Background: an optimization exercise with open tools, aiming at small area, a short achievable clock period and few clock cycles. Do not read the settings as production practice. Where RTL was checked, it was by simulation tests only, not by an equivalence proof against the original. Power is estimated from default activity; no workload was simulated.

Design qser, start of the top module:
module qser (
    input  wire        clk,
    input  wire        rst,
    input  wire        req_valid,
    output wire        req_ready,
    input  wire [3:0]  req_op,
    input  wire [1:0]  req_gain,
    input  wire [1:0]  req_pol,
    input  wire [1:0]  req_addr,
    input  wire [1:0]  req_param,
    input  wire [31:0] req_a0,
    input  wire [31:0] req_a1,
    input  wire [31:0] req_a2,
    input  wire [31:0] req_a3,
    input  wire [31:0] req_a4,
    input  wire [15:0] req_r0,
    input  wire [15:0] req_r1,
    output wire        tx_valid,
    output wire [7:0]  tx_data,
    input  wire        tx_ready,
    output wire        rsp_valid,
    output wire [2:0]  rsp_kind,
    output wire [3:0]  rsp_reason
);
    localparam integer S   = 3;          
    localparam integer FQD = 4;          
    localparam [3:0] OP_DAC_INIT  = 4'h3;
    localparam [3:0] OP_DAC_WRITE = 4'h4;
    localparam [3:0] OP_DDS_TONE  = 4'h5;
    localparam [3:0] OP_DDS_RAMP  = 4'h6;
    localparam [3:0] OP_DDS_LOAD  = 4'h7;
    localparam [3:0] OP_DDS_RESET = 4'h8;
    localparam [3:0] OP_DDS_ROFF  = 4'h9;
    localparam [31:0] PHASE_FS  = 32'd360000;
    localparam [31:0] PHASE_OFS = 32'd2160000000;   
    localparam [31:0] REF_MIN   = 32'd2000000;
    localparam [31:0] REF_MAX   = 32'd3000000;
  ...
Size: ~5100 cells after synthesis, ~580 flip-flops, ~230 I/O pins, about 0.046 mm2 of cells after synthesis.
==> module qadd, before the edit <==
module qadd #(parameter integer W = 32) (
    input  wire [W-1:0] a,
    input  wire [W-1:0] b,
    input  wire         cin,
    output wire [W-1:0] s,
    output wire         cout
);
    localparam integer NB = (W + 3) / 4;
    localparam integer L  = (NB <= 2) ? 1 : (NB <= 4) ? 2 : (NB <= 8) ? 3 : (NB <= 16) ? 4 : 5;
    wire [W-1:0] p  = a ^ b;
    wire [W-1:0] g0 = a & b;
    wire [W-1:0] g  = {g0[W-1:1], g0[0] | (p[0] & cin)};
    wire [W-1:0] ig, ip;
    genvar i, l, k;
    generate
        for (i = 0; i < W; i = i + 1) begin : grp
            if (i % 4 == 0) begin : first
                assign ig[i] = g[i];
                assign ip[i] = p[i];
            end else begin : rest
                assign ig[i] = g[i] | (p[i] & ig[i-1]);
                assign ip[i] = p[i] & ip[i-1];
            end
        end
    endgenerate
    wire [NB-1:0] kg [0:L];
    wire [NB-1:0] kp [0:L];
    generate
        for (k = 0; k < NB; k = k + 1) begin : blk
            assign kg[0][k] = ig[(4*k+3 < W) ? 4*k+3 : W-1];
            assign kp[0][k] = ip[(4*k+3 < W) ? 4*k+3 : W-1];
        end
        for (l = 0; l < L; l = l + 1) begin : lvl
            for (k = 0; k < NB; k = k + 1) begin : node
                if (k >= (1 << l)) begin : comb
                    assign kg[l+1][k] = kg[l][k] | (kp[l][k] & kg[l][k - (1 << l)]);
                    assign kp[l+1][k] = kp[l][k] & kp[l][k - (1 << l)];
                end else begin : pass
                    assign kg[l+1][k] = kg[l][k];
                    assign kp[l+1][k] = kp[l][k];
                end
            end
        end
    endgenerate
    wire [W:0] c;
    assign c[0] = cin;
    generate
        for (i = 1; i <= W; i = i + 1) begin : car
            if (i % 4 == 0) begin : edge_c
                assign c[i] = kg[L][i/4 - 1];
            end else if (i < 4) begin : low
                assign c[i] = ig[i-1];
            end else begin : mid
                assign c[i] = ig[i-1] | (ip[i-1] & kg[L][i/4 - 1]);
            end
        end
    endgenerate
    assign s    = p ^ c[W-1:0];
    assign cout = c[W];
endmodule
clock: 10.0 ns
lec_check: 0
cap_margin: 20
core_margin: 2
core_utilization: 55
setup_slack_margin: 5
slew_margin: 20
run.sh (not shown) runs the stock make flow with config.mk's settings and CLKGATE_MAP_FILE= SYNTH_SCRIPT=/design/flow/synth_recipe.tcl, a recipe that flattens the netlist after the stock synthesis.
Testbench counts at the start, summed over its fixed seeds: cycles 45,355.
Next try:
--- a/flow/design.v
+++ b/flow/design.v
@@ -557,9 +557,9 @@
     output wire [W-1:0] s,
     output wire         cout
 );
     localparam integer NB = (W + 3) / 4;
-    localparam integer L  = (NB <= 2) ? 1 : (NB <= 4) ? 2 : (NB <= 8) ? 3 : (NB <= 16) ? 4 : 5;
+    localparam integer L  = (NB <= 1) ? 1 : $clog2(NB);
     wire [W-1:0] p  = a ^ b;
     wire [W-1:0] g0 = a & b;
     wire [W-1:0] g  = {g0[W-1:1], g0[0] | (p[0] & cin)};
     wire [W-1:0] ig, ip;
What happened: Combinational power stays flat. Final area stays the same. Via count does not change. Non-clock buffer count does not change. Hold slack does not change.
The RTL of the second run of this note was laid out without a check of its function.


gamma:
Another version of the RTL of qser (not shown whole).
Size: ~670 flip-flops, roughly 230 I/O pins.
clock: 10.0 ns
lec_check: 0
cap_margin: 20
core_margin: 2
core_utilization: 45
setup_slack_margin: 5
slew_margin: 20
gamma completed every stage of the flow, and the final layout passed the timing, DRC and antenna checks.
### gamma -> epsilon
-- flow/design.v --
<<< gamma, line 43
    reg        r_v;
    reg        rdy_q;
    reg        rdy_n;                    
    reg [2:0]  r_st;
    reg [3:0]  r_op;
>>> epsilon, line 43
    reg        r_v;
    reg        rdy_q;
    reg [2:0]  r_st;
    reg [3:0]  r_op;
<<< gamma, line 84
                   | ({34{ak[A_FSV]}}              & dac_fs)
                   | ({34{ak[A_N]}}                & dac_v);
    wire [33:0] qa = ({34{ak[A_A1A0]}}             & ~{2'd0, r_a0})
                   | ({34{ak[A_A4A3] | ak[A_SPA3] | ak[A_27A1]}} & ~{2'd0, r_a3})
                   | ({34{ak[A_A2OF] & r_a2[31]}}  & {2'd0, PHASE_OFS})
                   | ({34{ak[A_FSA1]}}             & ~{2'd0, r_a1})
                   | ({34{ak[A_SPA2]}}             & ~{2'd0, r_a2})
                   | ({34{ak[A_5A0]}}              & {a0_sx[31:0], 2'b00})
                   | ({34{ak[A_5SP]}}              & {sp_sx[31:0], 2'b00})
                   | ({34{ak[A_5A1]}}              & {r_a1, 2'b00})
                   | ({34{ak[A_FSV]}}              & ~dac_v)
                   | ({34{ak[A_N] & dac_bip}}      & dac_fs);
    wire        ia = ak[A_A1A0] | ak[A_A4A3] | ak[A_FSA1] | ak[A_SPA3] | ak[A_SPA2] |
                     ak[A_27A1] | ak[A_FSV];
    wire [33:0] ya;
    qadd #(34) u_alu_a (.a(pa), .b(qa), .cin(ia), .s(ya), .cout());
    reg [2:0] dk;
    reg [3:0] dr;
>>> epsilon, line 83
                   | ({34{ak[A_FSV]}}              & dac_fs)
                   | ({34{ak[A_N]}}                & dac_v);
    wire [33:0] qa = ({34{ak[A_A1A0]}}             & {2'd0, r_a0})
                   | ({34{ak[A_A4A3] | ak[A_SPA3] | ak[A_27A1]}} & {2'd0, r_a3})
                   | ({34{ak[A_A2OF] & r_a2[31]}}  & {2'd0, PHASE_OFS})
                   | ({34{ak[A_FSA1]}}             & {2'd0, r_a1})
                   | ({34{ak[A_SPA2]}}             & {2'd0, r_a2})
                   | ({34{ak[A_5A0]}}              & {a0_sx[31:0], 2'b00})
                   | ({34{ak[A_5SP]}}              & {sp_sx[31:0], 2'b00})
                   | ({34{ak[A_5A1]}}              & {r_a1, 2'b00})
                   | ({34{ak[A_FSV]}}              & dac_v)
                   | ({34{ak[A_N] & dac_bip}}      & dac_fs);
    wire        ia = ak[A_A1A0] | ak[A_A4A3] | ak[A_FSA1] | ak[A_SPA3] | ak[A_SPA2] |
                     ak[A_27A1] | ak[A_FSV];
    wire [33:0] ya;
    qadd #(34) u_alu_a (.a(pa), .b(qa ^ {34{ia}}), .cin(ia), .s(ya), .cout());
    reg [2:0] dk;
    reg [3:0] dr;
<<< gamma, line 439
    wire [1:0] fq_new_f1 = (r_op == OP_DAC_INIT) ? r_pol : (r_op == OP_DAC_WRITE) ? r_addr : r_param;
    always @(posedge clk) begin
        begin
            rsp_v_q <= decide;
            if (decide) begin
>>> epsilon, line 438
    wire [1:0] fq_new_f1 = (r_op == OP_DAC_INIT) ? r_pol : (r_op == OP_DAC_WRITE) ? r_addr : r_param;
    always @(posedge clk) begin
        if (rst) begin
            r_v     <= 1'b0;
            rdy_q   <= 1'b1;
            rsp_v_q <= 1'b0;
            fq_rd   <= 2'd0;
            fq_wr   <= 2'd0;
            fq_cnt  <= 3'd0;
            dv_busy <= 1'b0;
            dv_done <= 1'b0;
            fe_cnt  <= 2'd0;
            ob_v    <= 1'b0;
            sk_v    <= 1'b0;
            g_pos   <= 5'd0;
            g_in    <= 1'b0;
        end else begin
            rsp_v_q <= decide;
            if (decide) begin
<<< gamma, line 471
                r_v     <= 1'b1;
                rdy_q   <= 1'b0;
                rdy_n   <= 1'b1;
            end else if (!rdy_q) begin
                if (r_free) begin
                    r_v   <= 1'b0;
                    rdy_q <= 1'b1;
                    rdy_n <= 1'b0;
                end
                if (dv_take)
>>> epsilon, line 484
                r_v     <= 1'b1;
                rdy_q   <= 1'b0;
            end else if (!rdy_q) begin
                if (r_free) begin
                    r_v   <= 1'b0;
                    rdy_q <= 1'b1;
                end
                if (dv_take)
<<< gamma, line 602
            end
        end
        if (rst) begin
            r_v     <= 1'b0;
            rdy_q   <= 1'b1;
            rdy_n   <= 1'b0;
            rsp_v_q <= 1'b0;
            fq_rd   <= 2'd0;
            fq_wr   <= 2'd0;
            fq_cnt  <= 3'd0;
            dv_busy <= 1'b0;
            dv_done <= 1'b0;
            fe_cnt  <= 2'd0;
            ob_v    <= 1'b0;
            sk_v    <= 1'b0;
            g_pos   <= 5'd0;
            g_in    <= 1'b0;
        end
    end
    assign req_ready  = !rdy_n;
    assign tx_valid   = ob_v;
    assign tx_data    = ob_d;
>>> epsilon, line 613
            end
        end
    end
    assign req_ready  = rdy_q;
    assign tx_valid   = ob_v;
    assign tx_data    = ob_d;
==> notes.md <==
- Changes observed in epsilon relative to gamma: overall routing resource usage fell 0.38 points; maximum frequency down about 2%; worst setup margin now sits lower; mean instance size in the synthesized netlist now sits higher; via count went up by 2.5%.
- The final reports for epsilon and gamma show number of enable-type register cells in the synthesized netlist higher in the former.
No functional check of the RTL was part of any run of this note.

## port drivers added, routing unchanged
In the flow no input, the clock included, has a driving cell. The finished layouts below were timed again as built, in two steps. Step 1 assumes that a clkbuf_16 drives the clock port and a buf_2 every other input. Step 2, shift: input delay + t, output delay - t, t = (earliest + latest rising clock arrival at the registers) / 2. This alone moves slack from input paths to output paths. Three values: ideal ports, drivers, drivers and shift; two values: the first two.
run | shift t [ns] | setup WS [ns] | latest minus earliest clock arrival (ns)
the first run of note 1 | 0.722 | 3.337 / 3.337 / 3.337 | 0.052 / 0.053
the second run of note 1 | 0.722 | 3.337 / 3.337 / 3.337 | 0.052 / 0.053
gamma | 0.748 | 5.022 / 5.022 / 5.022 | 0.046 / 0.045
epsilon | 0.760 | 4.918 / 4.918 / 4.918 | 0.028 / 0.029
After both steps every run listed still meets setup and hold.
